What follows belongs to an exercise in optimizing a design on an open flow for small area and a short achievable clock period; a production flow would make more cautious choices.
Where RTL was checked, it was by simulation tests only, not by an equivalence proof against the original.
For run 3, only the layout was checked, not whether the RTL still works.
Power is estimated from default activity; no workload was simulated.

===== design/flow/design.v =====
module r10k_sched (
    input  logic        clk,
    input  logic        rst,           
    input  logic [7:0]  n_insts,       
    output logic [7:0]  prog_addr,     
    input  logic [31:0] prog_data0,    
    input  logic [31:0] prog_data1,    
    output logic [1:0]  status,        
    output logic [15:0] cycle,
    output logic [1:0]  fetch_v,
    output logic [15:0] fetch_idx,
    output logic [1:0]  decode_v,
    output logic [15:0] decode_idx,
    output logic [1:0]  dispatch_v,
    output logic [15:0] dispatch_idx,
    output logic [1:0]  issue_v,
    output logic [15:0] issue_idx,
    output logic [1:0]  execute_v,
    output logic [15:0] execute_idx,
    output logic [1:0]  complete_v,
    output logic [15:0] complete_idx,
    output logic [1:0]  retire_v,
    output logic [15:0] retire_idx
);
  localparam logic [1:0] ST_RUN = 2'd0, ST_DONE = 2'd1, ST_ABORT = 2'd2;
  localparam int DECW = 17;
  logic [7:0]             fp, nd, nr;
  logic [1:0]             fq_len, dq_len;
  logic [4:0]             rob_cnt;
  logic [4:0]             flc;                  
  logic [1:0][DECW-1:0]   fq, dq;
  logic [15:0]            rob_done, rob_dv;
  logic [15:0]            map_rdy;
  logic [3:0]             rs_busy, rs_iss, rs_w1, rs_w2;
  logic [3:0][3:0]        rs_t1, rs_t2, rs_d;
  logic [3:0][7:0]        rs_idx;
  logic [3:0]             rs_lat;               
  logic [1:0]             xq_len;
  logic [1:0][1:0]        xq_k;                 
  logic [1:0]             cq_len;
  logic [1:0][3:0]        cq_d;
  logic [1:0][7:0]        cq_idx;
  logic [1:0]             cq_lat;               
  logic [1:0]             cq_wait;
  logic [15:0]            cycle_r;
  logic [1:0]             status_r;
  logic [6:0][1:0]        ev_v;                 
  logic [1:0][7:0]        ev_cmp_idx;
  logic [3:0][3:0]        rs_slot;
  logic [1:0][3:0]        cq_slot;
  always_comb begin
    for (int q = 0; q < 4; q++) rs_slot[q] = rs_idx[q][3:0];
    for (int j = 0; j < 2; j++) cq_slot[j] = cq_idx[j][3:0];
  end
  logic [3:0][1:0][7:0]   ev_io_idx;            
  wire run = (status_r == ST_RUN);
  wire [3:0] h0 = nr[3:0];
  wire [15:0] done_nx = {rob_done[0], rob_done[15:1]};
  wire [15:0] dv_nx   = {rob_dv[0], rob_dv[15:1]};
  wire       ret0 = (rob_cnt != 5'd0) & rob_done[h0];
  wire       ret1 = ret0 & (rob_cnt[4:1] != 4'd0) & done_nx[h0];
  wire       rel0 = ret0 & rob_dv[h0];
  wire       rel1 = ret1 & dv_nx[h0];
  wire c0 = cq_len[0] & ~cq_wait[0];
  wire c1 = cq_len[1] & ~cq_wait[1];
  wire k0 = cq_len[0] & cq_wait[0];
  wire k1 = cq_len[1] & cq_wait[1];
  wire [1:0] klen = {k0 & k1, k0 | k1};
  function automatic logic woken(input logic [3:0] tag);
    woken = (c0 && tag == cq_slot[0]) || (c1 && tag == cq_slot[1]);
  endfunction
  wire ex0 = xq_len[0] & ~klen[1];
  wire ex1 = xq_len[1] & ~klen[0];
  wire [7:0] ex_idx0 = rs_idx[xq_k[0]];
  wire [7:0] ex_idx1 = rs_idx[xq_k[1]];
  logic [3:0] freed;
  always_comb begin
    for (int q = 0; q < 4; q++)
      freed[q] = (ex0 && xq_k[0] == 2'(q)) || (ex1 && xq_k[1] == 2'(q));
  end
  wire [1:0] xq_rem = ex1 ? 2'b00 : ex0 ? {1'b0, xq_len[1]} : xq_len;
  logic [3:0] w1_n, w2_n, rdy;
  always_comb begin
    for (int q = 0; q < 4; q++) begin
      w1_n[q] = rs_w1[q] & ~woken(rs_t1[q]);
      w2_n[q] = rs_w2[q] & ~woken(rs_t2[q]);
      rdy[q]  = rs_busy[q] & ~rs_iss[q] & ~w1_n[q] & ~w2_n[q];
    end
  end
  logic [1:0] sel0, sel1;
  logic       any0, any1;
  always_comb begin
    any0 = 1'b0; any1 = 1'b0; sel0 = '0; sel1 = '0;
    for (int q = 0; q < 4; q++) begin
      if (rdy[q]) begin
        if (!any0) begin
          any0 = 1'b1; sel0 = 2'(q);
        end else if (!any1) begin
          any1 = 1'b1; sel1 = 2'(q);
        end
      end
    end
  end
  wire iss0 = any0 & ~xq_rem[1];
  wire iss1 = any1 & ~xq_rem[0];
  logic [3:0] issued;
  always_comb begin
    for (int q = 0; q < 4; q++)
      issued[q] = (iss0 && sel0 == 2'(q)) || (iss1 && sel1 == 2'(q));
  end
  wire [3:0] free = ~rs_busy | freed;
  wire [1:0] kA = dq[0][16:15];
  wire       s1vA = dq[0][14], s2vA = dq[0][9], dvA = dq[0][4];
  wire [3:0] s1A = dq[0][13:10], s2A = dq[0][8:5], dA = dq[0][3:0];
  wire [1:0] kB = dq[1][16:15];
  wire       s1vB = dq[1][14], s2vB = dq[1][9], dvB = dq[1][4];
  wire [3:0] s1B = dq[1][13:10], s2B = dq[1][8:5], dB = dq[1][3:0];
  wire aluA = (kA == 2'd0), ldA = (kA == 2'd1), stA = kA[1];
  wire aluB = (kB == 2'd0), ldB = (kB == 2'd1), stB = kB[1];
  function automatic logic found(input logic [1:0] kind, input logic [3:0] fr);
    case (kind)
      2'd0:    found = fr[0] | fr[1];
      2'd1:    found = fr[2];
      default: found = fr[3];
    endcase
  endfunction
  wire [3:0] selA = {stA, ldA, aluA & ~free[0], aluA & free[0]};
  wire [3:0] selB = {stB, ldB, aluB & (aluA | ~free[0]), aluB & ~aluA & free[0]};
  wire foundA = found(kA, free);
  wire foundA_pre = found(kA, ~rs_busy);
  wire foundB = aluB ? (aluA ? (free[0] & free[1]) : (free[0] | free[1])) :
                ldB  ? (free[2] & ~ldA) : (free[3] & ~stA);
  wire rob_full_r = (rob_cnt == 5'd16) & ~ret0;
  wire rob_room2  = (rob_cnt <= 5'd14) | ret0;           
  wire flA_ok = ~dvA | (flc != 5'd0);
  wire flB_ok = ~dvB | ((flc != 5'd0) & ~(dvA & flc == 5'd1));
  wire canA  = dq_len[0] & ~rob_full_r & flA_ok;
  wire dispA = canA & foundA;
  wire dispB = canA & foundA & dq_len[1] & rob_room2 & foundB & flB_ok;
  wire [7:0] nd1 = nd + 8'd1;
  wire [7:0] nd2 = nd + 8'd2;
  wire [3:0] slotA = nd[3:0];
  wire [3:0] slotB = nd[3:0] + 4'd1;
  logic [15:0] mrdy;
  always_comb begin
    for (int r = 0; r < 16; r++)
      mrdy[r] = map_rdy[r] | (c0 && cq_lat[0] && cq_d[0] == 4'(r)) |
                             (c1 && cq_lat[1] && cq_d[1] == 4'(r));
  end
  function automatic logic [3:0] producer(input logic [3:0] r);
    logic [3:0] t;
    t = '0;
    for (int q = 0; q < 4; q++)
      if (rs_busy[q] && rs_lat[q] && rs_d[q] == r) t = t | rs_slot[q];
    if (cq_len[0] && cq_lat[0] && cq_d[0] == r) t = t | cq_slot[0];
    if (cq_len[1] && cq_lat[1] && cq_d[1] == r) t = t | cq_slot[1];
    producer = t;
  endfunction
  wire       wA1 = s1vA & ~mrdy[s1A];
  wire       wA2 = s2vA & ~mrdy[s2A];
  wire       byB1 = dvA & (dA == s1B);
  wire       byB2 = dvA & (dA == s2B);
  wire       wB1 = s1vB & (byB1 | ~mrdy[s1B]);
  wire       wB2 = s2vB & (byB2 | ~mrdy[s2B]);
  wire [3:0] tA1 = producer(s1A);
  wire [3:0] tA2 = producer(s2A);
  wire [3:0] tB1 = byB1 ? slotA : producer(s1B);
  wire [3:0] tB2 = byB2 ? slotA : producer(s2B);
  function automatic logic overwritten(input logic [3:0] r);
    overwritten = (dispA && dvA && dA == r) || (dispB && dvB && dB == r);
  endfunction
  logic [3:0] rs_lat_k;
  logic [1:0] cq_lat_k;
  always_comb begin
    for (int q = 0; q < 4; q++) rs_lat_k[q] = rs_lat[q] & ~overwritten(rs_d[q]);
    for (int j = 0; j < 2; j++) cq_lat_k[j] = cq_lat[j] & ~overwritten(cq_d[j]);
  end
  wire latA = dvA & ~(dispB & dvB & (dB == dA));
  wire       more0 = (fp != n_insts);
  wire [7:0] fp1 = fp + 8'd1;
  wire [7:0] fp2 = fp + 8'd2;
  wire       more1 = more0 & (fp1 != n_insts);
  typedef struct packed {
    logic [1:0] m;         
    logic [1:0] nf;        
    logic [1:0] dq_n, fq_n;
  } fe_t;
  function automatic fe_t front(input logic [1:0] dq_after);
    fe_t r;
    logic [1:0] room, fq_after;
    room = {~dq_after[0], ~dq_after[1]};
    r.m = fq_len & room;
    fq_after = {fq_len[1] & ~r.m[0], fq_len[1] ? ~r.m[1] : fq_len[0] & ~r.m[0]};
    r.nf = {~fq_after[0], ~fq_after[1]} & {more1, more0};
    r.dq_n = {dq_after[1] | (dq_after[0] & r.m[0]) | r.m[1], dq_after[0] | r.m[0]};
    r.fq_n = {fq_after[1] | (fq_after[0] & r.nf[0]) | r.nf[1], fq_after[0] | r.nf[0]};
    front = r;
  endfunction
  fe_t fe_0, fe_1, fe_2, fe;
  assign fe_0 = front(dq_len);
  assign fe_1 = front({1'b0, dq_len[1]});
  assign fe_2 = front(2'b00);
  assign fe   = dispB ? fe_2 : dispA ? fe_1 : fe_0;
  wire [7:0] nr1 = nr + 8'd1;
  wire [7:0] nr2 = nr + 8'd2;
  wire done_n = ret1 ? (nr2 == n_insts) : ret0 ? (nr1 == n_insts) : (nr == n_insts);
  wire progress = ret0 | c0 | c1 | ex0 | (any0 & ~xq_len[1]) | (canA & foundA_pre) |
                  (fq_len[0] & ~dq_len[1]) | (more0 & ~fq_len[1]);
  wire abort_n = ~progress & ~cq_len[0];
  wire [4:0] rc_r = rob_cnt - 5'({ret1, ret0 & ~ret1});
  wire [1:0] fl_take = {dispB & dvA & dvB, (dispA & dvA) ^ (dispB & dvB)};
  wire [1:0] fl_rel  = {rel0 & rel1, rel0 ^ rel1};
  logic [4:0] fl_next;
  always_comb begin
    case ({fl_rel, fl_take})
      4'b0000, 4'b0101, 4'b1010: fl_next = flc;
      4'b0100, 4'b1001:          fl_next = flc + 5'd1;
      4'b1000:                   fl_next = flc + 5'd2;
      4'b0001, 4'b0110:          fl_next = flc - 5'd1;
      default:                   fl_next = flc - 5'd2;
    endcase
  end
  always_ff @(posedge clk) begin
    if (rst) begin
      fp <= '0;
      cycle_r <= 16'd1;
      status_r <= ST_RUN;
      ev_v <= '0;
    end else if (run) begin
      fp <= fe.nf[1] ? fp2 : fe.nf[0] ? fp1 : fp;
      cycle_r <= (done_n | abort_n) ? cycle_r : cycle_r + 16'd1;
      status_r <= done_n ? ST_DONE : abort_n ? ST_ABORT : ST_RUN;
      ev_v[0] <= fe.nf;
      ev_v[1] <= fe.m;
      ev_v[2] <= {dispB, dispA};
      ev_v[3] <= {iss1, iss0};
      ev_v[4] <= {ex1, ex0};
      ev_v[5] <= {c0 & c1, c0 | c1};
      ev_v[6] <= {ret1, ret0};
    end else begin
      ev_v <= '0;
    end
  end
  always_ff @(posedge clk) begin
    if (rst) begin
      nd <= '0;  nr <= '0;
      fq_len <= '0;  dq_len <= '0;
      rob_cnt <= '0;
      flc <= 5'd16;
      rob_done <= '0;
      map_rdy <= '1;
      rs_busy <= '0;
      xq_len <= '0;
      cq_len <= '0;
    end else begin
      nd   <= dispB ? nd2 : dispA ? nd1 : nd;
      nr   <= ret1 ? nr2 : ret0 ? nr1 : nr;
      fq_len <= fe.fq_n;
      dq_len <= fe.dq_n;
      rob_cnt <= dispB ? rc_r + 5'd2 : dispA ? rc_r + 5'd1 : rc_r;
      flc  <= fl_next;
      for (int s = 0; s < 16; s++) begin
        if ((dispA && slotA == 4'(s)) || (dispB && slotB == 4'(s)))
          rob_done[s] <= 1'b0;
        else
          rob_done[s] <= rob_done[s] | (c0 && cq_slot[0] == 4'(s)) | (c1 && cq_slot[1] == 4'(s));
      end
      for (int r = 0; r < 16; r++) begin
        if ((dispA && dvA && dA == 4'(r)) || (dispB && dvB && dB == 4'(r)))
          map_rdy[r] <= 1'b0;
        else
          map_rdy[r] <= mrdy[r];
      end
      for (int q = 0; q < 4; q++)
        rs_busy[q] <= (rs_busy[q] & ~freed[q]) | (dispA & selA[q]) | (dispB & selB[q]);
      xq_len <= {xq_rem[1] | (xq_rem[0] & iss0) | iss1, xq_rem[0] | iss0};
      cq_len <= {klen[1] | (klen[0] & ex0) | ex1, klen[0] | ex0};
    end
  end
  function automatic logic [DECW-1:0] dec_word(input logic [31:0] w);
    dec_word = {w[1:0], w[2], w[11:8], w[3], w[19:16], w[4], w[27:24]};
  endfunction
  wire [1:0] dq_after = dispB ? 2'b00 : dispA ? {1'b0, dq_len[1]} : dq_len;
  wire [1:0] fq_after = {fq_len[1] & ~fe.m[0], fq_len[1] ? ~fe.m[1] : fq_len[0] & ~fe.m[0]};
  always_ff @(posedge clk) begin
    dq[0] <= dq_after[0] ? (dispA ? dq[1] : dq[0]) : fq[0];
    dq[1] <= dq_after[1] ? dq[1] : (dq_after[0] ? fq[0] : fq[1]);
    fq[0] <= fq_after[0] ? (fe.m[0] ? fq[1] : fq[0]) : dec_word(prog_data0);
    fq[1] <= fq_after[1] ? fq[1] : (fq_after[0] ? dec_word(prog_data0) : dec_word(prog_data1));
    for (int s = 0; s < 16; s++) begin
      if (dispA && slotA == 4'(s)) rob_dv[s] <= dvA;
      if (dispB && slotB == 4'(s)) rob_dv[s] <= dvB;
    end
    for (int q = 0; q < 4; q++) begin
      if (!free[q]) begin
        rs_iss[q] <= rs_iss[q] | issued[q];
        rs_w1[q]  <= w1_n[q];
        rs_w2[q]  <= w2_n[q];
        rs_lat[q] <= rs_lat_k[q];
      end else if (selA[q]) begin
        rs_iss[q] <= 1'b0;
        rs_w1[q] <= wA1;  rs_t1[q] <= tA1;
        rs_w2[q] <= wA2;  rs_t2[q] <= tA2;
        rs_idx[q] <= nd;
        rs_d[q] <= dA;  rs_lat[q] <= latA;
      end else begin
        rs_iss[q] <= 1'b0;
        rs_w1[q] <= wB1;  rs_t1[q] <= tB1;
        rs_w2[q] <= wB2;  rs_t2[q] <= tB2;
        rs_idx[q] <= nd1;
        rs_d[q] <= dB;  rs_lat[q] <= dvB;
      end
    end
    xq_k[0] <= xq_rem[0] ? (ex0 ? xq_k[1] : xq_k[0]) : sel0;
    xq_k[1] <= xq_rem[1] ? xq_k[1] : (xq_rem[0] ? sel0 : sel1);
    if (k0) begin
      cq_idx[0] <= cq_idx[0];    cq_wait[0] <= 1'b0;
      cq_d[0] <= cq_d[0];        cq_lat[0] <= cq_lat_k[0];
    end else if (k1) begin
      cq_idx[0] <= cq_idx[1];    cq_wait[0] <= 1'b0;
      cq_d[0] <= cq_d[1];        cq_lat[0] <= cq_lat_k[1];
    end else begin
      cq_idx[0] <= ex_idx0;      cq_wait[0] <= xq_k[0][1];
      cq_d[0] <= rs_d[xq_k[0]];  cq_lat[0] <= rs_lat_k[xq_k[0]];
    end
    if (k0 & k1) begin
      cq_idx[1] <= cq_idx[1];    cq_wait[1] <= 1'b0;
      cq_d[1] <= cq_d[1];        cq_lat[1] <= cq_lat_k[1];
    end else if (k0 | k1) begin
      cq_idx[1] <= ex_idx0;      cq_wait[1] <= xq_k[0][1];
      cq_d[1] <= rs_d[xq_k[0]];  cq_lat[1] <= rs_lat_k[xq_k[0]];
    end else begin
      cq_idx[1] <= ex_idx1;      cq_wait[1] <= xq_k[1][1];
      cq_d[1] <= rs_d[xq_k[1]];  cq_lat[1] <= rs_lat_k[xq_k[1]];
    end
    ev_cmp_idx[0] <= c0 ? cq_idx[0] : cq_idx[1];
    ev_cmp_idx[1] <= cq_idx[1];
    ev_io_idx[0] <= {fp1, fp};
    ev_io_idx[1] <= dq_len[1] ? {nd + 8'd3, nd2} : dq_len[0] ? {nd2, nd1} : {nd1, nd};
    ev_io_idx[2] <= {nd1, nd};
    ev_io_idx[3] <= {nr1, nr};
  end
  wire [1:0] iss_k0   = (xq_len[1] && ev_v[3] == 2'b01) ? xq_k[1] : xq_k[0];
  wire [7:0] exe_idx0 = (cq_len[1] && ev_v[4] == 2'b01) ? cq_idx[1] : cq_idx[0];
  assign prog_addr = fp;
  assign status    = status_r;
  assign cycle     = cycle_r;
  assign fetch_v    = ev_v[0];  assign fetch_idx    = ev_io_idx[0];
  assign decode_v   = ev_v[1];  assign decode_idx   = ev_io_idx[1];
  assign dispatch_v = ev_v[2];  assign dispatch_idx = ev_io_idx[2];
  assign issue_v    = ev_v[3];
  assign issue_idx  = {rs_idx[xq_k[1]], rs_idx[iss_k0]};
  assign execute_v  = ev_v[4];
  assign execute_idx  = {cq_idx[1], exe_idx0};
  assign complete_v = ev_v[5];
  assign complete_idx = ev_cmp_idx;
  assign retire_v   = ev_v[6];  assign retire_idx   = ev_io_idx[3];
endmodule

===== design/flow/flow/run.sh =====
#!/bin/bash
# The standard layout (the standard.sh, standard synthesis unchanged), with two changes to
# how the layout is optimised, not to what it is measured against:
#  - the port buffers are plain buffers (buf_2) instead of the default delay-style cell;
#  - the setup repair aims for more slack than the standard margin, and may change a cell's
#    footprint when it resizes.
# make's full output goes to flow.log here; ORFS's per-step logs stay under orfs/logs.
set -euo pipefail
bash standard.sh "BUFFER_PORTS_ARGS=-buffer_cell sky130_fd_sc_hd__buf_2" \
  SETUP_SLACK_MARGIN=6.5 MATCH_CELL_FOOTPRINT=0 finish > flow.log 2>&1

===== design/flow/standard.sh =====
#!/bin/bash
# synth_recipe.tcl (not shown) runs the flow's synth.tcl, then flattens the netlist and writes it again
# the make line also repeats each setting of config.mk as NAME=value (left out here)
make -C /OpenROAD-flow-scripts/flow DESIGN_CONFIG=/design/flow/config.mk WORK_HOME=/design/flow/orfs CLKGATE_MAP_FILE= SYNTH_SCRIPT=/design/flow/synth_recipe.tcl "${@:-finish}"

===== design/flow/config.mk =====
export PLATFORM = sky130hd
export DESIGN_NAME = r10k_sched
export DESIGN_NICKNAME = r10k_sched
export VERILOG_FILES = /design/flow/design.v
export SDC_FILE = /design/flow/constraint.sdc
export NUM_CORES = 4
export LEC_CHECK = 0
export CAP_MARGIN = 20
export CORE_MARGIN = 2
export CORE_UTILIZATION = 55
export CTS_CLUSTER_DIAMETER = 100
export CTS_CLUSTER_SIZE = 20
export SLEW_MARGIN = 20

===== design/flow/constraint.sdc =====
create_clock -name core_clock -period 11.0 [get_ports {clk}]
set_input_delay 2.2000 -clock core_clock [delete_from_list [all_inputs] [get_ports {clk}]]
set_output_delay 2.2000 -clock core_clock [all_outputs]
set_load 0.01 [all_outputs]

==> results.json, run 1 <==
{
  "final_cell_mix": "nand2_1 (233), dfxtp_1 (203), buf_2 (194)",
  "wl_per_cell_um": 24.7,
  "grt_pass1_vias": 19600,
  "fin_ws_ns": 6.42,
  "dr.pass1.iters": 6,
  "synth-async-reset-ratio_pct": 0,
  "initial_core_util_pct": 55.7,
  "critPathLaunchType": "flip-flop",
  "syn_area_um2": 24600,
  "grt_pass1_wl_um": 119000,
  "critPathMaxFanout": 6,
  "synthCells": 2493,
  "layout-drive-gt1-share_pct": 21.2,
  "cts_buffers": 24,
  "tightest_slew_ns": 1.17,
  "ys_ff_latch": 402,
  "synth_simple_gate_area_share_pct": 15.0,
  "use_met3_pct": 4.81,
  "hp-class": "reg -> reg",
  "synth_top_area_share_pct": 23.4,
  "power.density_nw_per_um2": 206,
  "yosys.area.top_type": "edfxtp_1",
  "hpwl_um": 54500,
  "critPathCaptureType": "output pin",
  "fin_crit_ns": 4.58,
  "leakage_nw": 10.4,
  "required_ns": 8.80,
  "cts_sinks": 402,
  "dr_total_vias": 20400,
  "std_cell_rows": 77,
  "synth-edff-count": 192,
  "register_area_um2": 9990,
  "hold_violations": 0,
  "die_y_um": 216,
  "busiest_layer": "met2",
  "clockRootBuffer": "clkbuf_16",
  "pre_cts_slack_ns": 5.62,
  "dieArea_um2": 46500,
  "globalRouteMet2Util_pct": 52.8,
  "synthToLayoutAreaGrowth_pct": 9.40,
  "vias_per_cell": 6.40,
  "met1_usage_pct": 46.2,
  "io_pins": 226,
  "grt_max_degree": 79,
  "synth_xor_area_share_pct": 10.7,
  "arrival_ns": 2.38,
  "drv_slew": 0,
  "fin_setup_tns_ns": 0,
  "num-fill-cells": 3763,
  "syn_area_per_cell_um2": 9.88,
  "htree_num_levels": 1,
  "seq_area_frac_synth_pct": 40.5,
  "synth_warnings": 1,
  "die_w_um": 216,
  "syn-num-nets": 2596,
  "antenna_left": 0,
  "cts_tree": "done",
  "setup_viol": 0,
  "synth_top_family_by_area": "simple AND/OR/NAND/NOR gates",
  "multiInputGateArea_um2": 13700,
  "synth_compound_area_share_pct": 13.1,
  "gp_congestion": 0.952,
  "vdd_ir_drop_max_uv": 171,
  "portBuffers": 195,
  "clk_pin_slew_ns": 0.09,
  "antennaDiodeCount": 0,
  "period_share_pct": 41.6,
  "rsz0062_at_grt": "yes",
  "cap_viol_max_count": 0,
  "drc": 0,
  "outcome": "no timing/DRC/antenna violations",
  "crit_type": "reg -> out",
  "core_area_um2": 44200,
  "skew_ns": 0.0250,
  "cts_max_path_buffers": 3,
  "yosys.area_share.adder_pct": 1.57,
  "synthTopCellsByArea": "edfxtp_1 (23%), dfxtp_1 (17%), xnor2_1 (6.0%), mux2_2 (5.9%), mux4_2 (5.0%)",
  "whs_ns": 0.403,
  "layout_commonest_cell": "nand2_1",
  "maxSlewHeadroom_pct": 21.1,
  "wirelength_um": 78500,
  "synthMuxAreaShare_pct": 14.7,
  "grt_overflow": 0,
  "drt_iter0_drc": 2421,
  "synth.distinct_cells": 90,
  "grt_usage_pct": 33.1,
  "synth_top_flop_cell": "dfxtp_1",
  "max_freq_mhz": 218,
  "final_nets": 2673,
  "clk_latency_ns": 0.59,
  "antenna_found_initial": 1
}
-- cell usage after synthesis (all sizes together), types with 13 or more instances --
| cell | count |
|---|---|
| a221oi | 28 |
| nand3 | 91 |
| ha | 27 |
| nor4 | 19 |
| a211oi | 34 |
| clkbuf | 159 |
| dfxtp | 210 |
| buf | 53 |
| nor2 | 150 |
| xnor2 | 170 |
| o21ai | 70 |
| edfxtp | 192 |
| nand4 | 23 |
| and2 | 14 |
| a22oi | 47 |
| nor3b | 13 |
| o31ai | 13 |
| xor2 | 130 |
| a221o | 24 |
| inv | 55 |
| a22o | 13 |
| a2111oi | 15 |
| nand2 | 234 |
| nand2b | 21 |
| mux2 | 137 |
| mux2i | 84 |
| a31o | 16 |
| a21oi | 77 |
| a31oi | 25 |
| nor3 | 94 |
| mux4 | 55 |
| nor2b | 53 |
-- critical path, cell delays in order, from the launching register on --
cell	delay, ns
dfxtp_2	0.33
nand3b_1	0.25
mux2i_4	0.45
clkbuf_16	0.24
nor2b_1	0.06
a211oi_1	0.21
a21oi_1	0.10
buf_2	0.16
-- state kept, by name, summed over array words and instances (netlist names), 14 cells and up --
register / cells
cq_idx: 16
cycle_r: 16
dq: 34
ev_cmp_idx: 16
ev_io_idx: 64
ev_v: 14
fq: 34
map_rdy: 16
rob_done: 16
rob_dv: 16
rs_d: 16
rs_idx: 32
rs_t1: 16
rs_t2: 16
-- worst paths after layout --
kind                            startpoint             to  slack (ns)  cells after the start
worst max-delay path               ev_v[7]   issue_idx[3]        6.42                      7
worst min-delay path             cq_idx[9]  ev_cmp_idx[9]        0.40                      0
worst max register to register       nr[1]         flc[4]        6.67                     18
worst min register to register   cq_idx[9]  ev_cmp_idx[9]        0.40                      0
-- final cells by class --
class                   count  area share, %
clock inverters             2         0.0743
inverters                  61          0.892
repair buffers            262           5.78
clock buffers              40           2.53
multi-input cells        1819           50.9
well taps                 592           2.75
flip-flops and latches    402           37.1
-- logic make-up (layout without fill, tap and decap cells) --
kind of cell               Yosys count  count (layout)
DFF                                402             402
AOI/OAI and AO/OA                  445             446
and+or+nand+nor                    767             767
buffers and inverters              273             365
adders and majority gates           30              30
xor gates and xnor gates           300             300
muxes                              276             276
-- where the power goes --
group	total [W]	switching [W]	internal [W]
Sequential	0.00247	0.000553	0.00192
Clock	0.000947	0.000519	0.000428
Combinational	0.00212	0.00118	0.000940
Total	0.00554	0.00225	0.00328
-- metrics by stage --
| stage | std cells | utilization (%) | cell area, um^2 | power (W) |
|---|---|---|---|---|
| floorplan | 2493 | - | 24600 | 0.00383 |
| global placement | 3112 | 58.5 | 25900 | 0.00447 |
| detailed placement | 3113 | 58.5 | 25900 | 0.00452 |
| CTS | 3164 | 60.5 | 26800 | 0.00549 |
| global route | 3178 | 60.9 | 26900 | 0.00581 |
| finish | 3178 | 60.9 | 26900 | 0.00554 |
-- routing by layer --
| metal | wire, um | vias to the layer above | share of wire (%) |
|---|---|---|---|
| met4 | 2640 | 0 | 3.4 |
| met2 | 36000 | 1019 | 46 |
| li1 | - | 9248 | - |
| met1 | 33200 | 9927 | 42 |
| met3 | 6770 | 158 | 8.6 |
| met5 | 0 | - | 0 |
-- timing repair --
item | in CTS | in global routing
resized for setup | 25 | 23
pin swaps | 4 | 7
hold buffers | 0 | 0
gates cloned | 3 | 0
setup buffers | 6 | 12
endpoints found under the setup margin | 131 | 27
==> run 2: changes to the inputs <==
--- a/design/flow/config.mk
+++ b/design/flow/config.mk
@@ -8,6 +8,4 @@
 export CAP_MARGIN = 20
 export CORE_MARGIN = 2
-export CORE_UTILIZATION = 55
-export CTS_CLUSTER_DIAMETER = 100
-export CTS_CLUSTER_SIZE = 20
+export CORE_UTILIZATION = 40
 export SLEW_MARGIN = 20
==> run 2 against run 1 <==
Clock power is about 70% higher; sequential cell count stayed put; still clean; routed wire length is 3.3% higher; setup slack better by 0.043 ns; clock-buffer cell count is 24 higher; critical endpoint is now issue_idx[2]; via count is 1.4% higher; register-to-register slack better by 0.08 ns; die area is 37% higher; critical path depth stayed put.
==> results.json, run 2 <==
{
  "synth.distinct_cells": 90,
  "grt_usage_pct": 25.0,
  "synthTopCellsByArea": "edfxtp_1 (23%), dfxtp_1 (17%), xnor2_1 (6.0%), mux2_2 (5.9%), mux4_2 (5.0%)",
  "synth_xor_area_share_pct": 10.7,
  "dieArea_um2": 63600,
  "r2r-end": "flc[4]",
  "synthToLayoutAreaGrowth_pct": 14.4,
  "skew_ns": 0.0256,
  "critPathLaunchType": "flip-flop",
  "cts_max_path_buffers": 3,
  "hold_violations": 0,
  "whs_ns": 0.428,
  "dr.pass1.iters": 6,
  "reg2regPathDepth": 18,
  "num-fill-cells": 5637,
  "cts_sinks": 402,
  "tightest_slew_ns": 1.21,
  "cts_tree": "done",
  "dr_total_vias": 20600,
  "cap_viol_max_count": 0,
  "yosys.area.top_type": "edfxtp_1",
  "cts_buffers": 46,
  "synth_top_family_by_area": "simple AND/OR/NAND/NOR gates",
  "syn-num-nets": 2596,
  "syn_area_per_cell_um2": 9.88,
  "io_pins": 226,
  "synth_top_flop_cell": "dfxtp_1",
  "crit_type": "reg -> out",
  "drt_iter0_drc": 2073,
  "antenna_found_initial": 1,
  "hp-start": "nr[7]",
  "period_share_pct": 41.2,
  "synth_top_area_share_pct": 23.4,
  "yosys.area_share.adder_pct": 1.57,
  "seq_area_frac_synth_pct": 40.5,
  "synth_compound_area_share_pct": 13.1,
  "synthMuxAreaShare_pct": 14.7,
  "clk_latency_ns": 0.59,
  "setup_viol": 0,
  "core_area_um2": 60600,
  "largest_reg_flops": 64,
  "required_ns": 8.80,
  "power.density_nw_per_um2": 221,
  "initial_core_util_pct": 40.7,
  "arrival_ns": 2.34,
  "reg2reg_from": "nr[1]",
  "vdd_ir_drop_max_uv": 146,
  "critPathMaxFanout": 8,
  "largestRegisters": "ev_io_idx (64), dq (34), fq (34)",
  "final_cell_mix": "nand2_1 (233), dfxtp_1 (202), buf_2 (194)",
  "critPathCaptureType": "output pin",
  "synth_simple_gate_area_share_pct": 15.0,
  "fin_util_pct": 46.5,
  "htree_num_levels": 2,
  "syn_area_um2": 24600,
  "die_w_um": 252,
  "ys_ff_latch": 402,
  "vias_per_cell": 6.03,
  "maxSlewHeadroom_pct": 18.5,
  "clockRootBuffer": "clkbuf_16",
  "wl_per_cell_um": 23.7,
  "synth_warnings": 1,
  "multiInputGateArea_um2": 13700,
  "fin_crit_ns": 4.54,
  "antenna_left": 0,
  "antennaDiodeCount": 0,
  "final_nets": 2707,
  "wirelength_um": 81200,
  "synth-async-reset-ratio_pct": 0,
  "layout_commonest_cell": "nand2_1",
  "gp_congestion": 0.916,
  "regMostFlops": "ev_io_idx",
  "hpwl_um": 57100,
  "grt_overflow": 0,
  "std_cell_rows": 90,
  "leakage_nw": 10.9,
  "p_total_w": 0.00622,
  "grt_pass1_wl_um": 123000,
  "hold_depth": 0,
  "synthTopCellsByCount": "nand2_1 (233), dfxtp_1 (210), edfxtp_1 (192)",
  "synth-edff-count": 192,
  "portBuffers": 195,
  "synthCells": 2493,
  "die_y_um": 252,
  "synth.most_common_cell": "nand2_1",
  "register_area_um2": 9990,
  "fin_setup_tns_ns": 0,
  "rsz0062_at_grt": "yes",
  "grt_max_degree": 65,
  "ff2ff_setup_slack_ns": 6.75,
  "drc": 0,
  "grt_pass1_vias": 20000,
  "max_freq_mhz": 220,
  "drv_slew": 0,
  "hp-class": "reg -> reg",
  "hold_end": "ev_io_idx[55]",
  "layout-drive-gt1-share_pct": 23.4,
  "clk_pin_slew_ns": 0.06,
  "outcome": "no timing/DRC/antenna violations"
}
[run 2: cell counts after synthesis]
No cell type changed its count.
[run 2: worst max path at each step]
| stage | start | endpoint | slack [ns] | cells past startpoint |
|---|---|---|---|---|
| floorplan | n_insts[2] | fp[4] | 6.57 | 11 |
| global placement | nr[3] | flc[4] | 5.81 | 17 |
| detailed placement | nr[3] | flc[4] | 5.71 | 17 |
| CTS | ev_v[7] | issue_idx[4] | 6.50 | 7 |
| global route | ev_v[7] | issue_idx[7] | 6.43 | 7 |
| finish | ev_v[7] | issue_idx[2] | 6.46 | 7 |
[run 2: cell type report]
class / instances / area share, %
clock buffer: 64 / 4.93
multi-input combinational: 1818 / 48.7
inverter: 61 / 0.866
sequential: 402 / 35.4
timing repair buffer: 275 / 5.82
clock inverter: 22 / 0.715
tap: 782 / 3.47
[run 2: routing by layer]
layer	up-vias	global-route usage, %	part of all wire [%]
met4	2	7.61	2.7
met1	10100	34.6	43
met3	140	4.27	8.4
met2	1016	39.8	46
met5	-	0	0.016
li1	9343	-	-
[run 2: where the power goes]
group,total [W],internal [W],switching [W]
registers,0.00244,0.00192,0.000522
clock network,0.00161,0.000956,0.000651
logic,0.00217,0.000951,0.00122
total,0.00622,0.00383,0.00239
[run 2: critical path: stages, from the launching register on]
cell and delay, ns:
dfxtp_4 0.34, nand3b_1 0.29, buf_6 0.21, mux2i_4 0.29, buf_6 0.20, a211oi_1 0.06
a21oi_2 0.19, buf_2 0.17
[run 2: cell families (layout without fill, tap and decap cells)]
| kind of cell | after synthesis | count (layout) |
|---|---|---|
| adder cells (fa/ha/maj) | 30 | 30 |
| buffers and inverters | 273 | 422 |
| AO/OA/AOI/OAI | 445 | 445 |
| XOR/XNOR | 300 | 300 |
| AND/OR/NAND/NOR | 767 | 767 |
| flip-flops | 402 | 402 |
| multiplexers | 276 | 276 |
[run 2: stage by stage]
step                      setup WS, ns  cell area [um^2]  cells
after CTS                         6.50             27900   3410
final                             6.46             28200   3424
after detailed placement          5.71             26200   3314
after global placement            5.81             26200   3312
after global routing              6.43             28200   3424
after floorplan                   6.57             24600   2493
[run 2: timing repair]
action                                  4_1_cts  5_1_grt
endpoints found under the setup margin      149       86
gates resized for setup                      23       37
cloned                                        0        2
hold buffers                                  0        0
pin swaps                                     3        5
hold endpoints to repair                      0        0
setup buffers                                10       12
==> run 3: changes to the inputs <==
--- a/design/flow/design.v
+++ b/design/flow/design.v
@@ -47,4 +47,5 @@
   logic [6:0][1:0]        ev_v;                 
   logic [1:0][7:0]        ev_cmp_idx;
+  logic [1:0][1:0]        ev_iss_k;
   logic [3:0][3:0]        rs_slot;
   logic [1:0][3:0]        cq_slot;
@@ -336,4 +337,6 @@
     ev_cmp_idx[0] <= c0 ? cq_idx[0] : cq_idx[1];
     ev_cmp_idx[1] <= cq_idx[1];
+    ev_iss_k[0] <= sel0;
+    ev_iss_k[1] <= sel1;
     ev_io_idx[0] <= {fp1, fp};
     ev_io_idx[1] <= dq_len[1] ? {nd + 8'd3, nd2} : dq_len[0] ? {nd2, nd1} : {nd1, nd};
@@ -341,5 +344,4 @@
     ev_io_idx[3] <= {nr1, nr};
   end
-  wire [1:0] iss_k0   = (xq_len[1] && ev_v[3] == 2'b01) ? xq_k[1] : xq_k[0];
   wire [7:0] exe_idx0 = (cq_len[1] && ev_v[4] == 2'b01) ? cq_idx[1] : cq_idx[0];
   assign prog_addr = fp;
@@ -350,5 +352,5 @@
   assign dispatch_v = ev_v[2];  assign dispatch_idx = ev_io_idx[2];
   assign issue_v    = ev_v[3];
-  assign issue_idx  = {rs_idx[xq_k[1]], rs_idx[iss_k0]};
+  assign issue_idx  = {rs_idx[ev_iss_k[1]], rs_idx[ev_iss_k[0]]};
   assign execute_v  = ev_v[4];
   assign execute_idx  = {cq_idx[1], exe_idx0};
==> run 3 against run 2 <==
First-iteration DRC count shrank 7.9%; critical endpoint is now flc[4]; via count down 3.2%; critical path depth up 6; die area is 0.30% higher; sequential share of layout area up 0.54 points; non-clock buffer count fell by 27; combinational power decreased by 24%; clock skew is 0.0033 ns higher; sequential power down 4%; clock-buffer cell count grew 6; synthesized area grew 0.30%.
==> results.json, run 3 <==
{
  "outcome": "no timing/DRC/antenna violations",
  "die_y_um": 253,
  "synth_warnings": 1,
  "power.density_nw_per_um2": 201,
  "r2r-end": "flc[4]",
  "hold_depth": 0,
  "leakage_nw": 10.8,
  "fin_crit_ns": 4.48,
  "tightest_slew_ns": 1.17,
  "crit_type": "reg -> reg",
  "largestRegisters": "ev_io_idx (64), dq (34), fq (34)",
  "p_total_w": 0.00560,
  "synth.most_common_cell": "nand2_1",
  "cts_tree": "done",
  "dr.pass1.iters": 6,
  "cts_buffers": 46,
  "ys_ff_latch": 406,
  "hold_violations": 0,
  "clk_pin_slew_ns": 0.06,
  "synth_top_flop_cell": "dfxtp_1",
  "drc": 0,
  "htree_num_levels": 2,
  "setup_viol": 0,
  "drv_slew": 0,
  "syn_area_um2": 24700,
  "syn_area_per_cell_um2": 10.2,
  "die_w_um": 253,
  "required_ns": 11.50,
  "p_int_w": 0.00357,
  "clk_latency_ns": 0.60,
  "final_cell_mix": "nand2_1 (242), dfxtp_1 (213), buf_2 (195)",
  "largest_reg_flops": 64,
  "io_pins": 226,
  "drt_iter0_drc": 1910,
  "layout-drive-gt1-share_pct": 22.7,
  "p_sw_share_pct": 36.3,
  "grt_usage_pct": 24.2,
  "vdd_ir_drop_max_uv": 115,
  "dr_total_vias": 20000,
  "synth.distinct_cells": 92,
  "layout_commonest_cell": "nand2_1",
  "hpwl_um": 55100,
  "grt_pass1_vias": 19400,
  "seq_area_frac_synth_pct": 40.7,
  "cts_max_path_buffers": 3,
  "hold_end": "ev_io_idx[55]",
  "gp_congestion": 0.918,
  "p_seq_share_pct": 41.8,
  "fin_setup_tns_ns": 0,
  "period_share_pct": 40.7,
  "hp-class": "reg -> reg",
  "reg2regPathDepth": 13,
  "p_clk_share_pct": 28.8,
  "ff2ff_setup_slack_ns": 6.52,
  "rsz0062_at_grt": "yes",
  "synth_top_area_share_pct": 23.3,
  "maxSlewHeadroom_pct": 21.7,
  "grt_overflow": 0,
  "combPwrFrac_pct": 29.4,
  "dieArea_um2": 63800,
  "hp-start": "nr[7]",
  "max_freq_mhz": 223,
  "antennaDiodeCount": 0,
  "vias_per_cell": 5.97,
  "std_cell_rows": 91,
  "wl_per_cell_um": 23.5,
  "arrival_ns": 4.97,
  "grt_pass1_wl_um": 119000,
  "syn-num-nets": 2533,
  "fin_ws_ns": 6.52,
  "grt_max_degree": 84,
  "antenna_found_initial": 0,
  "initial_core_util_pct": 40.3,
  "synth-async-reset-ratio_pct": 0,
  "clockRootBuffer": "clkbuf_16",
  "final_nets": 2625,
  "reg2reg_from": "xq_k[1]",
  "synthTopCellsByArea": "edfxtp_1 (23%), dfxtp_1 (17%), mux4_2 (6.7%), xnor2_1 (6.5%), mux2_2 (5.6%)",
  "core_area_um2": 61400,
  "regMostFlops": "ev_io_idx",
  "p_switching_w": 0.00203,
  "wirelength_um": 78700,
  "critPathMaxFanout": 22,
  "postCtsHoldBufs": 0,
  "synth-edff-count": 192,
  "skew_ns": 0.0289,
  "yosys.area.top_type": "edfxtp_1",
  "portBuffers": 195,
  "critPathCaptureType": "flip-flop",
  "cap_viol_max_count": 0,
  "synthCells": 2429,
  "critPathLaunchType": "flip-flop",
  "pre_cts_slack_ns": 5.85,
  "antenna_left": 0,
  "cts_sinks": 406,
  "synthTopCellsByCount": "nand2_1 (242), dfxtp_1 (214), edfxtp_1 (192)",
  "synthToLayoutAreaGrowth_pct": 13.0
}
[run 3: cell types whose count changed in the layout (fill, tap and decap cells not counted), sizes merged, moves of 9 or more]
cell / previous run / this run
and2: 14 / 23
a22oi: 47 / 61
a31o: 16 / 6
nor3: 94 / 81
xnor2: 170 / 183
nand4: 23 / 13
buf: 275 / 248
nor2b: 53 / 35
a211oi: 34 / 25
mux2i: 84 / 64
inv: 57 / 43
mux4: 55 / 75
a21o: 6 / 22
[run 3: area by class of cell]
type | count | area (um^2)
fillers | 5697 | 33400
multi-input cells | 1772 | 13700
flip-flops and latches | 406 | 10100
clock buffers | 70 | 1460
repair buffers | 248 | 1420
well taps | 790 | 988
inverters | 47 | 184
clock inverters | 14 | 143
[run 3: what timing repair did]
item / 4_1_cts / 5_1_grt
buffers inserted: 2 / 11
gates resized for setup: 6 / 13
pin swaps: 2 / 1
endpoints found under the setup margin: 128 / 122
[run 3: layer usage]
metal  wire length [um]  track usage (%)
met3               5630             3.77
met5                  0                0
met1              33900             33.3
met2              36900             39.1
met4               2210             7.78
[run 3: worst max-delay path by stage]
stage                    start     endpoint  slack [ns]  depth (start not counted)
detailed placement  n_insts[3]  cycle_r[10]        5.85                          8
finish                 xq_k[1]       flc[4]        6.52                         13
global route             nr[0]       flc[4]        6.34                         17
CTS                      nr[0]       flc[4]        6.29                         17
floorplan           n_insts[2]        fp[2]        6.56                         11
global placement    n_insts[3]   cycle_r[9]        5.93                          8
[run 3: cells by family (layout without fill, tap and decap cells)]
family | after synthesis | count (layout) | synth area share, %
mux | 269 | 269 | 15.5
simple gates | 742 | 742 | 14.3
compound gates | 413 | 413 | 12.4
flops | 406 | 406 | 40.7
buf+inv | 251 | 379 | 4.28
fa+ha+maj | 32 | 32 | 1.66
xor+xnor | 316 | 316 | 11.2
[run 3: power by group through the flow]
| stage | Clock [W] | Combinational (W) | Sequential [W] |
|---|---|---|---|
| 6_report | 0.00161 | 0.00165 | 0.00234 |
| 3_5_place_dp | 0 | 0.00160 | 0.00236 |
| 3_3_place_gp | 0 | 0.00157 | 0.00234 |
| 2_1_floorplan | 0 | 0.00142 | 0.00201 |
| 4_1_cts | 0.00164 | 0.00162 | 0.00233 |
| 5_1_grt | 0.00170 | 0.00179 | 0.00237 |
[run 3: per-stage QoR]
stage,util (%),instances,instance area [um^2],hold slack (ns)
2_1_floorplan,-,2429,24700,0.329
3_3_place_gp,42.5,3248,26100,0.415
3_5_place_dp,42.5,3248,26100,0.416
4_1_cts,45.2,3334,27700,0.423
5_1_grt,45.5,3347,27900,0.434
6_report,45.5,3347,27900,0.422
[run 3: worst max-delay path, cell delays in order (launching register included)]
cell      delay [ns]
edfxtp_1        0.73
or4_1           0.69
nand3_1         0.12
buf_4           0.34
o22a_1          0.31
nand3_1         0.33
nand3_1         0.32
ha_1            0.26
a21o_1          0.18
a21o_1          0.20
a211o_1         0.29
a221oi_1        0.27
o21ai_0         0.12
a22oi_1         0.20
==> run 4: changes to the inputs <==
--- a/design/flow/design.v
+++ b/design/flow/design.v
@@ -46,6 +46,5 @@
   logic [1:0]             status_r;
   logic [6:0][1:0]        ev_v;                 
-  logic [1:0][7:0]        ev_cmp_idx;
-  logic [1:0][1:0]        ev_iss_k;
+  logic [1:0][7:0]        ev_iss_idx, ev_cmp_idx;
   logic [3:0][3:0]        rs_slot;
   logic [1:0][3:0]        cq_slot;
@@ -337,6 +336,6 @@
     ev_cmp_idx[0] <= c0 ? cq_idx[0] : cq_idx[1];
     ev_cmp_idx[1] <= cq_idx[1];
-    ev_iss_k[0] <= sel0;
-    ev_iss_k[1] <= sel1;
+    ev_iss_idx[0] <= rs_idx[sel0];
+    ev_iss_idx[1] <= rs_idx[sel1];
     ev_io_idx[0] <= {fp1, fp};
     ev_io_idx[1] <= dq_len[1] ? {nd + 8'd3, nd2} : dq_len[0] ? {nd2, nd1} : {nd1, nd};
@@ -352,5 +351,5 @@
   assign dispatch_v = ev_v[2];  assign dispatch_idx = ev_io_idx[2];
   assign issue_v    = ev_v[3];
-  assign issue_idx  = {rs_idx[ev_iss_k[1]], rs_idx[ev_iss_k[0]]};
+  assign issue_idx  = ev_iss_idx;
   assign execute_v  = ev_v[4];
   assign execute_idx  = {cq_idx[1], exe_idx0};
--- a/design/flow/config.mk
+++ b/design/flow/config.mk
@@ -9,3 +9,5 @@
 export CORE_MARGIN = 2
 export CORE_UTILIZATION = 40
+export CTS_CLUSTER_DIAMETER = 100
+export CTS_CLUSTER_SIZE = 20
 export SLEW_MARGIN = 20
==> run 4 against run 3 <==
Still clean on timing, DRC and antenna; die area grew 1.1%; setup slack better by 0.059 ns; critical endpoint unchanged; register-to-register slack better by 0.06 ns; highest routed layer unchanged.
==> results.json, run 4 <==
{
  "outcome": "no timing/DRC/antenna violations",
  "endpoint": "flc[4]",
  "gp_congestion": 0.912,
  "fin_ws_ns": 6.58,
  "path_cells": "nor2b_1 -> a22oi_2 -> o211ai_4 -> o22ai_2 -> nand2_1 -> a211o_1 -> inv_1 -> ha_1 -> nand2_1 -> ha_1 -> a21o_1 -> a21oi_1 -> xor2_1 -> nor3_1 -> o21ai_0 -> o2111ai_1 -> a2bb2oi_1",
  "hold_violations": 0,
  "cpMaxStageDelayCell": "dfxtp_2",
  "final_nets": 2704,
  "cap_viol_max_count": 0,
  "antenna_left": 0,
  "regMostFlops": "ev_io_idx",
  "drc": 0,
  "layout-drive-gt1-share_pct": 19.3,
  "ff2ff_setup_slack_ns": 6.58,
  "synth_compound_area_share_pct": 13.3,
  "crit_start": "nr[2]",
  "design_area_um2": 27500,
  "required_ns": 11.46,
  "vdd_ir_drop_max_uv": 138,
  "setup_viol": 0,
  "initial_core_util_pct": 40.5,
  "max_freq_mhz": 226,
  "clk_latency_ns": 0.59,
  "portBuffers": 195,
  "synth_top_area_share_pct": 23.1,
  "synthToLayoutAreaGrowth_pct": 9.90,
  "critPathLaunchType": "flip-flop",
  "reg2reg_from": "nr[2]",
  "ys_ff_latch": 418,
  "critPathCaptureType": "flip-flop",
  "synthTopCellsByCount": "nand2_1 (254), dfxtp_1 (226), xnor2_1 (202)",
  "synthMuxAreaShare_pct": 13.6,
  "num-fill-cells": 5991,
  "grt_overflow": 0,
  "grt_pass1_vias": 19600,
  "antennaDiodeCount": 0,
  "reg2regPathDepth": 17,
  "place_area_um2": 26500,
  "r2r-end": "flc[4]",
  "cts_buffers": 27,
  "syn-num-nets": 2636,
  "cts_sinks": 418,
  "fin_crit_ns": 4.42,
  "synth_top_flop_cell": "dfxtp_1",
  "arrival_ns": 4.88,
  "synth_simple_gate_area_share_pct": 14.6,
  "dr_total_vias": 20500,
  "fin_setup_tns_ns": 0,
  "htree_num_levels": 1,
  "postCtsHoldBufs": 0,
  "synthCells": 2532,
  "drv_slew": 0,
  "crit_type": "reg -> reg",
  "rsz0062_at_grt": "yes",
  "crit_buf_inv": 1,
  "fin_util_pct": 44.5,
  "layout_commonest_cell": "nand2_1",
  "io_pins": 226,
  "vias_per_cell": 5.94,
  "grt_pass1_wl_um": 120000,
  "critPathMaxFanout": 18,
  "core_area_um2": 61700,
  "wirelength_um": 79700,
  "yosys.area.top_type": "edfxtp_1",
  "power.density_nw_per_um2": 216,
  "largest_reg_flops": 64,
  "die_y_um": 254,
  "largestRegisters": "ev_io_idx (64), dq (34), fq (34)",
  "maxSlewHeadroom_pct": 28.0,
  "die_w_um": 254,
  "drt_iter0_drc": 2312,
  "std_cell_rows": 91,
  "final_cell_mix": "nand2_1 (251), dfxtp_1 (223), xnor2_1 (202)",
  "synth_xor_area_share_pct": 11.3,
  "cp_top_family": "compound AO/OA/AOI/OAI gates",
  "grt_max_degree": 46,
  "clk_pin_slew_ns": 0.09,
  "dieArea_um2": 64500,
  "hpwl_um": 55400,
  "synth_top_family_by_area": "simple AND/OR/NAND/NOR gates",
  "syn_area_um2": 25000,
  "dr.pass1.iters": 6,
  "hp-class": "reg -> reg",
  "p_total_w": 0.00594,
  "synth_warnings": 1,
  "clockRootBuffer": "clkbuf_16",
  "synth.distinct_cells": 106,
  "wl_per_cell_um": 23.1,
  "critical-path-max-stage-delay_ns": 0.62,
  "skew_ns": 0.0159,
  "cts_max_path_buffers": 3,
  "synth.most_common_cell": "nand2_1",
  "synth-edff-count": 192,
  "yosys.area_share.adder_pct": 1.60,
  "grt_usage_pct": 24.0,
  "crit_cells": 17,
  "syn_area_per_cell_um2": 9.87,
  "tightest_slew_ns": 1.07,
  "seq_area_frac_synth_pct": 41.2,
  "period_share_pct": 40.1,
  "pre_cts_slack_ns": 5.84,
  "synth-async-reset-ratio_pct": 0,
  "synthTopCellsByArea": "edfxtp_1 (23%), dfxtp_1 (18%), xnor2_1 (7.1%), mux2_2 (5.2%), mux2i_1 (4.3%)",
  "leakage_nw": 10.4,
  "antenna_found_initial": 3,
  "cts_tree": "done"
}
[run 4: logic make-up (layout without fill, tap and decap cells)]
logic type,count (synthesis),count (layout)
flip-flops,418,418
AND/OR/NAND/NOR,765,765
adder cells (fa/ha/maj),31,31
XOR/XNOR,321,321
multiplexers,268,268
buffers and inverters,263,349
AO/OA/AOI/OAI,466,466
[run 4: cell type report]
class	count	area, um^2	area share [%]
clock buffer	40	766	2.79
clock inverter	7	71.3	0.260
inverter	59	226	0.825
multi-input combinational	1851	13700	49.8
sequential	418	10300	37.5
tap	837	1050	3.81
timing repair buffer	243	1380	5.03
[run 4: timing repair]
item,in CTS,in global routing
resized for setup,6,12
pin swaps,0,2
buffers inserted,0,5
setup endpoints to repair,24,79
[run 4: per-stage QoR]
stage / cells / hold WS (ns)
final: 3455 / 0.425
after global routing: 3455 / 0.434
after CTS: 3449 / 0.427
after detailed placement: 3402 / 0.413
after global placement: 3402 / 0.413
after floorplan: 2532 / 0.329
[run 4: power by group]
part / total (W) / switching (W) / internal, W
registers: 0.00261 / 0.000585 / 0.00203
logic: 0.00227 / 0.00128 / 0.000982
clock network: 0.00107 / 0.000572 / 0.000493
[run 4: layer usage]
layer / vias to the layer above / wire length, um / global-route usage, %
met1: 10000 / 34000 / 32.6
li1: 9301 / - / -
met2: 1017 / 36300 / 38.9
met4: 0 / 2820 / 7.82
met5: - / 0 / 0
met3: 168 / 6660 / 3.90
[run 4: worst min-delay path by stage]
stage,from,endpoint,slack [ns],cells past startpoint
finish,nr[7],ev_io_idx[55],0.43,0
global route,nr[7],ev_io_idx[55],0.43,0
CTS,nr[7],ev_io_idx[55],0.43,0
detailed placement,nr[7],ev_io_idx[55],0.41,0
global placement,cq_idx[9],ev_cmp_idx[9],0.41,0
floorplan,nd[3],ev_io_idx[35],0.33,0
==> run 5: changes to the inputs <==
--- a/design/flow/flow/run.sh
+++ b/design/flow/flow/run.sh
@@ -8,3 +8,3 @@
 set -euo pipefail
 bash standard.sh "BUFFER_PORTS_ARGS=-buffer_cell sky130_fd_sc_hd__buf_2" \
-  SETUP_SLACK_MARGIN=6.5 MATCH_CELL_FOOTPRINT=0 finish > flow.log 2>&1
+  SETUP_SLACK_MARGIN=7.5 MATCH_CELL_FOOTPRINT=0 finish > flow.log 2>&1
==> run 5 against run 4 <==
Clock skew is 0.022 ns higher; synthesized area stayed put; hold slack worse by 0.011 ns; critical endpoint is now execute_idx[2]; sequential power hardly changed; non-clock buffer count is 85 higher; setup slack better by 0.45 ns; via count is 3.1% higher; clock-buffer cell count stayed put; sequential cell count stayed put; die area stayed put; routed wire length is 7.1% higher; first-iteration DRC count is 7.3% higher.
==> results.json, run 5 <==
{
  "regMostFlops": "ev_io_idx",
  "critPathCaptureType": "output pin",
  "synth_top_flop_cell": "dfxtp_1",
  "synthCells": 2532,
  "std_cell_rows": 91,
  "tightest_slew_ns": 1.04,
  "core_area_um2": 61700,
  "clockRootBuffer": "clkbuf_16",
  "critPathMaxFanout": 8,
  "io_pins": 226,
  "combPwrFrac_pct": 40.8,
  "arrival_ns": 1.76,
  "fin_setup_tns_ns": 0,
  "synth.most_common_cell": "nand2_1",
  "dr.pass1.iters": 7,
  "drv_slew": 0,
  "grt_pass1_vias": 20200,
  "synth_top_area_share_pct": 23.1,
  "synthTopCellsByCount": "nand2_1 (254), dfxtp_1 (226), xnor2_1 (202)",
  "syn_area_um2": 25000,
  "hold_violations": 0,
  "drc": 0,
  "syn-num-nets": 2636,
  "portBuffers": 195,
  "synth-async-reset-ratio_pct": 0,
  "antenna_left": 0,
  "vias_per_cell": 5.95,
  "grt_usage_pct": 25.6,
  "grt_max_degree": 78,
  "synth.distinct_cells": 106,
  "hp-class": "reg -> reg",
  "synthToLayoutAreaGrowth_pct": 17.2,
  "p_clk_share_pct": 17.7,
  "clk_latency_ns": 0.65,
  "r2r-end": "status_r[1]",
  "drt_iter0_drc": 2481,
  "grt_pass1_wl_um": 126000,
  "largest_reg_flops": 64,
  "antennaDiodeCount": 0,
  "power.density_nw_per_um2": 215,
  "clk_pin_slew_ns": 0.08,
  "wirelength_um": 85300,
  "initial_core_util_pct": 40.5,
  "cap_viol_max_count": 0,
  "dieArea_um2": 64500,
  "final_cell_mix": "nand2_1 (243), dfxtp_1 (205), xnor2_1 (197)",
  "wl_per_cell_um": 24.0,
  "cts_buffers": 28,
  "die_w_um": 254,
  "setup_viol": 0,
  "largestRegisters": "ev_io_idx (64), dq (34), fq (34)",
  "grt_overflow": 0,
  "max_freq_mhz": 252,
  "hold_depth": 0,
  "layout-drive-gt1-share_pct": 25.3,
  "synth_warnings": 1,
  "outcome": "no timing/DRC/antenna violations",
  "htree_num_levels": 1,
  "dr_total_vias": 21100,
  "reg2reg_from": "cq_wait[1]",
  "cts_max_path_buffers": 3,
  "dp.cells": 3406,
  "skew_ns": 0.0380,
  "cts_sinks": 418,
  "required_ns": 8.80,
  "ff2ff_setup_slack_ns": 7.38,
  "syn_area_per_cell_um2": 9.87,
  "cts_tree": "done",
  "gp_congestion": 0.922,
  "layout_commonest_cell": "nand2_1",
  "p_switching_w": 0.00262,
  "yosys.area.top_type": "edfxtp_1",
  "synth-edff-count": 192,
  "hpwl_um": 56100,
  "hp-start": "fp[7]",
  "p_int_w": 0.00367,
  "final_nets": 2797,
  "synthTopCellsByArea": "edfxtp_1 (23%), dfxtp_1 (18%), xnor2_1 (7.1%), mux2_2 (5.2%), mux2i_1 (4.3%)",
  "p_sw_share_pct": 41.7,
  "die_y_um": 254,
  "antenna_found_initial": 0,
  "reg2regPathDepth": 11,
  "fin_crit_ns": 3.96,
  "hold_end": "ev_io_idx[7]",
  "critPathLaunchType": "flip-flop",
  "ys_ff_latch": 418,
  "crit_type": "reg -> out",
  "rsz0062_at_grt": "yes",
  "vdd_ir_drop_max_uv": 134,
  "period_share_pct": 36.0,
  "p_total_w": 0.00628,
  "final_cells": 3551,
  "seq_area_frac_synth_pct": 41.2,
  "p_seq_share_pct": 41.5,
  "leakage_nw": 11.2,
  "maxSlewHeadroom_pct": 30.6
}
## run 5: changes by cell type in the layout (fill, tap and decap cells not counted), sizes merged
cell,before,now
buf,243,320
clkbuf,40,48
clkinvlp,0,4
o21ai,83,86
a211o,4,5
a221o,13,14
inv,60,61
or2,7,8
## run 5: worst max-delay path, stage by stage (launching register included)
cell	delay, ns
dfxtp_4	0.38
nand3b_1	0.10
buf_6	0.18
mux2_4	0.34
buf_6	0.12
## run 5: layer usage
layer,vias to the layer above,share of wire [%],GRT usage (%)
li1,9533,-,-
met1,10300,43,36.0
met2,1130,45,40.5
met3,209,8.8,3.39
met4,0,3.5,8.47
met5,-,0,0
## run 5: power groups by stage
stage,registers (W),clock network [W],logic (W)
after global routing,0.00264,0.00117,0.00274
after detailed placement,0.00261,0,0.00225
after global placement,0.00260,0,0.00221
final,0.00261,0.00111,0.00256
after CTS,0.00258,0.00113,0.00244
after floorplan,0.00226,0,0.00184
## run 5: final cells by class
| cell class | instances | area (um^2) |
|---|---|---|
| inverter | 59 | 253 |
| timing repair inverter | 1 | 7.51 |
| clock buffer | 40 | 748 |
| clock inverter | 11 | 130 |
| timing repair buffer | 328 | 2380 |
| multi-input combinational | 1857 | 14300 |
| tap | 837 | 1050 |
| sequential | 418 | 10400 |
| fill | 5794 | 32400 |
## run 5: stage by stage
stage / util, % / area [um^2] / hold WS, ns / setup WS (ns)
global placement: 43.1 / 26600 / 0.419 / 5.43
detailed placement: 43.1 / 26600 / 0.431 / 5.35
floorplan: - / 25200 / 0.329 / 6.96
finish: 47.4 / 29300 / 0.414 / 7.04
CTS: 46.4 / 28600 / 0.446 / 6.97
global route: 47.4 / 29300 / 0.418 / 7.00
## run 5: cells by family after synthesis
| group | count (synthesis) | share of synthesized area (%) |
|---|---|---|
| and+or+nand+nor | 765 | 14.6 |
| buffers and inverters | 263 | 4.43 |
| DFF | 418 | 41.2 |
| adders and majority gates | 31 | 1.60 |
| AOI/OAI and AO/OA | 466 | 13.3 |
| xor gates and xnor gates | 321 | 11.3 |
| muxes | 268 | 13.6 |
## run 5: repair_timing
action	in CTS	in global routing
gates cloned	10	1
setup endpoints to repair	314	186
resized for setup	142	87
pin swaps	23	40
setup buffers	49	34
hold buffers	0	0
## run 5: worst max path at each step
stage / start / endpoint
after floorplan: n_insts[7] / cycle_r[2]
after global placement: rst / ev_v[6]
after detailed placement: rst / ev_v[8]
after CTS: cq_len[1] / execute_idx[1]
after global routing: ev_v[9] / execute_idx[2]
final: cq_len[1] / execute_idx[2]
==> run 6: changes to the inputs <==
--- a/design/flow/flow/run.sh
+++ b/design/flow/flow/run.sh
@@ -8,3 +8,3 @@
 set -euo pipefail
 bash standard.sh "BUFFER_PORTS_ARGS=-buffer_cell sky130_fd_sc_hd__buf_2" \
-  SETUP_SLACK_MARGIN=7.5 MATCH_CELL_FOOTPRINT=0 finish > flow.log 2>&1
+  SETUP_SLACK_MARGIN=8 MATCH_CELL_FOOTPRINT=0 finish > flow.log 2>&1
==> run 6 against run 5 <==
Highest routed layer unchanged; final area is 15% higher; routed wire length is 9.7% higher; sequential power hardly changed; sequential cell count stayed put; critical endpoint unchanged; sequential share of layout area is 4.4 points lower; synthesized area stayed put; still clean; maximum frequency is 0.91% higher; via count is 7.2% higher; combinational power is 26% higher; core utilization is 7.2 points higher; cell count is 6.3% higher.
==> results.json, run 6 <==
{
  "drc": 0,
  "r2r-end": "flc[4]",
  "p_total_w": 0.00693,
  "synth-async-reset-ratio_pct": 0,
  "final_cell_mix": "buf_4 (230), nand2_1 (212), edfxtp_1 (192)",
  "num-fill-cells": 5250,
  "synth.most_common_cell": "nand2_1",
  "max_freq_mhz": 255,
  "p_sw_share_pct": 41.5,
  "maxSlewHeadroom_pct": 19.7,
  "tightest_slew_ns": 1.20,
  "wl_met1_um": 37600,
  "hold_end": "ev_cmp_idx[8]",
  "p_seq_share_pct": 37.8,
  "dr.pass1.iters": 6,
  "outcome": "no timing/DRC/antenna violations",
  "synthTopCellsByCount": "nand2_1 (254), dfxtp_1 (226), xnor2_1 (202)",
  "skew_ns": 0.0213,
  "cap_viol_max_count": 0,
  "grt_usage_pct": 27.5,
  "clockRootBuffer": "clkbuf_16",
  "wirelength_um": 93700,
  "htree_num_levels": 1,
  "critPathMaxFanout": 8,
  "hpwl_um": 56900,
  "synth.distinct_cells": 106,
  "vias_per_cell": 6.00,
  "cts_tree": "done",
  "synth_top_area_share_pct": 23.1,
  "cts_buffers": 27,
  "std_cell_rows": 91,
  "cpMaxStageDelayCell": "dfxtp_4",
  "cts_max_path_buffers": 3,
  "crit_buf_inv": 2,
  "core_area_um2": 61700,
  "largestRegisters": "ev_io_idx (64), dq (34), fq (34)",
  "hold_violations": 0,
  "reg2regPathDepth": 19,
  "wl_met2_um": 44100,
  "period_share_pct": 35.7,
  "reg2reg_from": "cq_len[1]",
  "crit_type": "reg -> out",
  "register_area_um2": 10500,
  "die_w_um": 254,
  "layout-drive-gt1-share_pct": 41.0,
  "required_ns": 8.80,
  "io_pins": 226,
  "synth_top_flop_cell": "dfxtp_1",
  "top_layer_used": "met4",
  "hp-class": "reg -> reg",
  "arrival_ns": 1.73,
  "fin_setup_tns_ns": 0,
  "clk_latency_ns": 0.61,
  "fin_crit_ns": 3.93,
  "multiInputGateArea_um2": 16000,
  "critPathLaunchType": "flip-flop",
  "yosys.area.top_type": "edfxtp_1",
  "leakage_nw": 12.9,
  "power.density_nw_per_um2": 206,
  "portBuffers": 195,
  "drv_slew": 0,
  "vdd_ir_drop_max_uv": 137,
  "initial_core_util_pct": 40.5,
  "p_clk_share_pct": 15.6,
  "cp_top_family": "flip-flops",
  "syn-num-nets": 2636,
  "grt_overflow": 0,
  "synth-edff-count": 192,
  "antenna_found_initial": 0,
  "wl_met3_um": 7360,
  "hold_depth": 0,
  "final_nets": 3022,
  "crit_cells": 4,
  "seq_area_frac_synth_pct": 41.2,
  "largest_reg_flops": 64,
  "ys_ff_latch": 418,
  "die_y_um": 254,
  "synth_warnings": 1,
  "antenna_left": 0,
  "synthCells": 2532,
  "ff2ff_setup_slack_ns": 7.35,
  "clk_pin_slew_ns": 0.09,
  "rsz0062_at_grt": "yes",
  "drt_iter0_drc": 2575,
  "syn_area_per_cell_um2": 9.87,
  "layout_commonest_cell": "buf_4",
  "p_switching_w": 0.00288,
  "critical-path-max-stage-delay_ns": 0.38,
  "grt_pass1_wl_um": 135000,
  "cp_common_cell": "buf_6",
  "gp_congestion": 0.925,
  "p_int_w": 0.00406,
  "synthToLayoutAreaGrowth_pct": 35.0,
  "dr_total_vias": 22700,
  "syn_area_um2": 25000,
  "cts_sinks": 418,
  "path_cells": "nand3b_1 -> buf_6 -> mux2_4 -> buf_6",
  "hp-start": "cq_idx[8]",
  "setup_viol": 0,
  "grt_pass1_vias": 21800,
  "wl_per_cell_um": 24.8,
  "critPathCaptureType": "output pin",
  "grt_max_degree": 77,
  "regMostFlops": "ev_io_idx",
  "synthTopCellsByArea": "edfxtp_1 (23%), dfxtp_1 (18%), xnor2_1 (7.1%), mux2_2 (5.2%), mux2i_1 (4.3%)",
  "combPwrFrac_pct": 46.6,
  "dieArea_um2": 64500
}
[run 6: cell counts after synthesis]
No cell type changed its count.
[run 6: layer usage]
layer | global-route usage (%) | up-vias
met2 | 45.3 | 1223
met1 | 35.8 | 11200
met3 | 4.19 | 270
li1 | - | 10000
met5 | 0 | -
met4 | 11.6 | 0
[run 6: repair_timing]
item,4_1_cts,5_1_grt
setup buffers,194,99
resized for setup,559,258
pin swaps,128,137
endpoints found under the hold margin,0,0
hold buffers,0,0
gates cloned,28,4
endpoints found under the setup margin,489,441
[run 6: cells by family (layout without fill, tap and decap cells)]
logic type / after synthesis / after routing / synth area share (%)
xor gates and xnor gates: 321 / 321 / 11.3
AOI/OAI and AO/OA: 466 / 471 / 13.3
DFF: 418 / 418 / 41.2
other: 0 / 1 / 0
muxes: 268 / 268 / 13.6
buffers and inverters: 263 / 657 / 4.43
and+or+nand+nor: 765 / 772 / 14.6
adders and majority gates: 31 / 31 / 1.60
[run 6: worst max path at each step]
stage / end / start / slack [ns]
final: execute_idx[2] / cq_len[1] / 7.07
after global routing: execute_idx[2] / cq_len[1] / 7.04
after CTS: execute_idx[2] / cq_len[1] / 7.07
after detailed placement: cycle_r[6] / n_insts[7] / 6.37
after global placement: rob_dv[3] / xq_k[3] / 6.42
after floorplan: cycle_r[2] / n_insts[7] / 6.96
[run 6: worst reg2reg max path, cell delays in order (launching register included)]
cell and delay [ns]:
dfxtp_4 0.38, buf_4 0.14, buf_4 0.14, a21bo_2 0.22
o41a_1 0.43, buf_4 0.17, a22oi_2 0.11, and4_4 0.30
nand2_8 0.07, nor2_4 0.18, nor2_4 0.06, nand2_4 0.09
ha_4 0.19, a21o_1 0.18, a21oi_2 0.15, xor2_1 0.23
nor3_1 0.07, o21ai_1 0.14, o2111ai_1 0.13, a2bb2oi_1 0.16
[run 6: stage by stage]
| step | util [%] | instances | hold slack, ns | area (um^2) | worst slack, ns |
|---|---|---|---|---|---|
| 2_1_floorplan | - | 2532 | 0.329 | 25400 | 6.96 |
| 3_3_place_gp | 43.3 | 3401 | 0.377 | 26700 | 6.42 |
| 3_5_place_dp | 43.3 | 3401 | 0.379 | 26700 | 6.37 |
| 4_1_cts | 51.4 | 3672 | 0.421 | 31700 | 7.07 |
| 5_1_grt | 54.7 | 3775 | 0.442 | 33700 | 7.04 |
| 6_report | 54.7 | 3776 | 0.416 | 33700 | 7.07 |
[run 6: power by group through the flow]
stage          Clock [W]  Sequential [W]  Combinational, W
2_1_floorplan          0         0.00226           0.00188
3_3_place_gp           0         0.00266           0.00217
3_5_place_dp           0         0.00268           0.00222
4_1_cts          0.00110         0.00261           0.00285
5_1_grt          0.00115         0.00265           0.00342
6_report         0.00108         0.00262           0.00323
[run 6: area by class of cell]
| type | instances | area share, % |
|---|---|---|
| inverters | 59 | 0.801 |
| clock buffers | 43 | 2.25 |
| well taps | 837 | 3.10 |
| multi-input cells | 1863 | 47.3 |
| repair buffers | 549 | 15.3 |
| diodes | 1 | 0.00742 |
| clock inverters | 6 | 0.234 |
| flip-flops and latches | 418 | 31.0 |

## what the ideal ports hide
How much do the figures lean on ideal ports? The routed layouts below were timed once more, with nothing changed but the port constraints.
Step 1: set_driving_cell puts a clkbuf_16 on clk and a buf_2 on each other input, an assumption about the parent block.
Step 2 also shifts input and output timing later by t, the mid clock arrival at the registers, as if the neighbouring blocks saw the same clock.
Slacks: ideal ports / drivers / drivers and shift; pairs: ideal ports / drivers.
| run | t, ns | setup slack, ns | clock arrival spread, ns | slew at the worst register clock pin (ns) | pins driven straight from the clock port |
|---|---|---|---|---|---|
| run 1 | 0.641 | 6.420 / 6.357 / 6.117 | 0.025 / 0.025 | 0.10 / 0.10 | 1 |
| run 2 | 0.639 | 6.463 / 6.406 / 6.135 | 0.027 / 0.027 | 0.07 / 0.07 | 1 |
| run 3 | 0.643 | 6.525 / 6.525 / 5.992 | 0.030 / 0.030 | 0.06 / 0.06 | 1 |
| run 4 | 0.643 | 6.584 / 6.584 / 6.121 | 0.016 / 0.016 | 0.09 / 0.09 | 1 |
| run 5 | 0.686 | 7.037 / 6.976 / 6.635 | 0.048 / 0.048 | 0.09 / 0.09 | 1 |
| run 6 | 0.660 | 7.073 / 7.012 / 6.570 | 0.022 / 0.022 | 0.09 / 0.09 | 1 |
After both steps setup and hold are still met in every run listed. For run 3, which loses most, drivers alone change the setup slack by 0.000 ns; drivers and shift together by -0.533 ns.
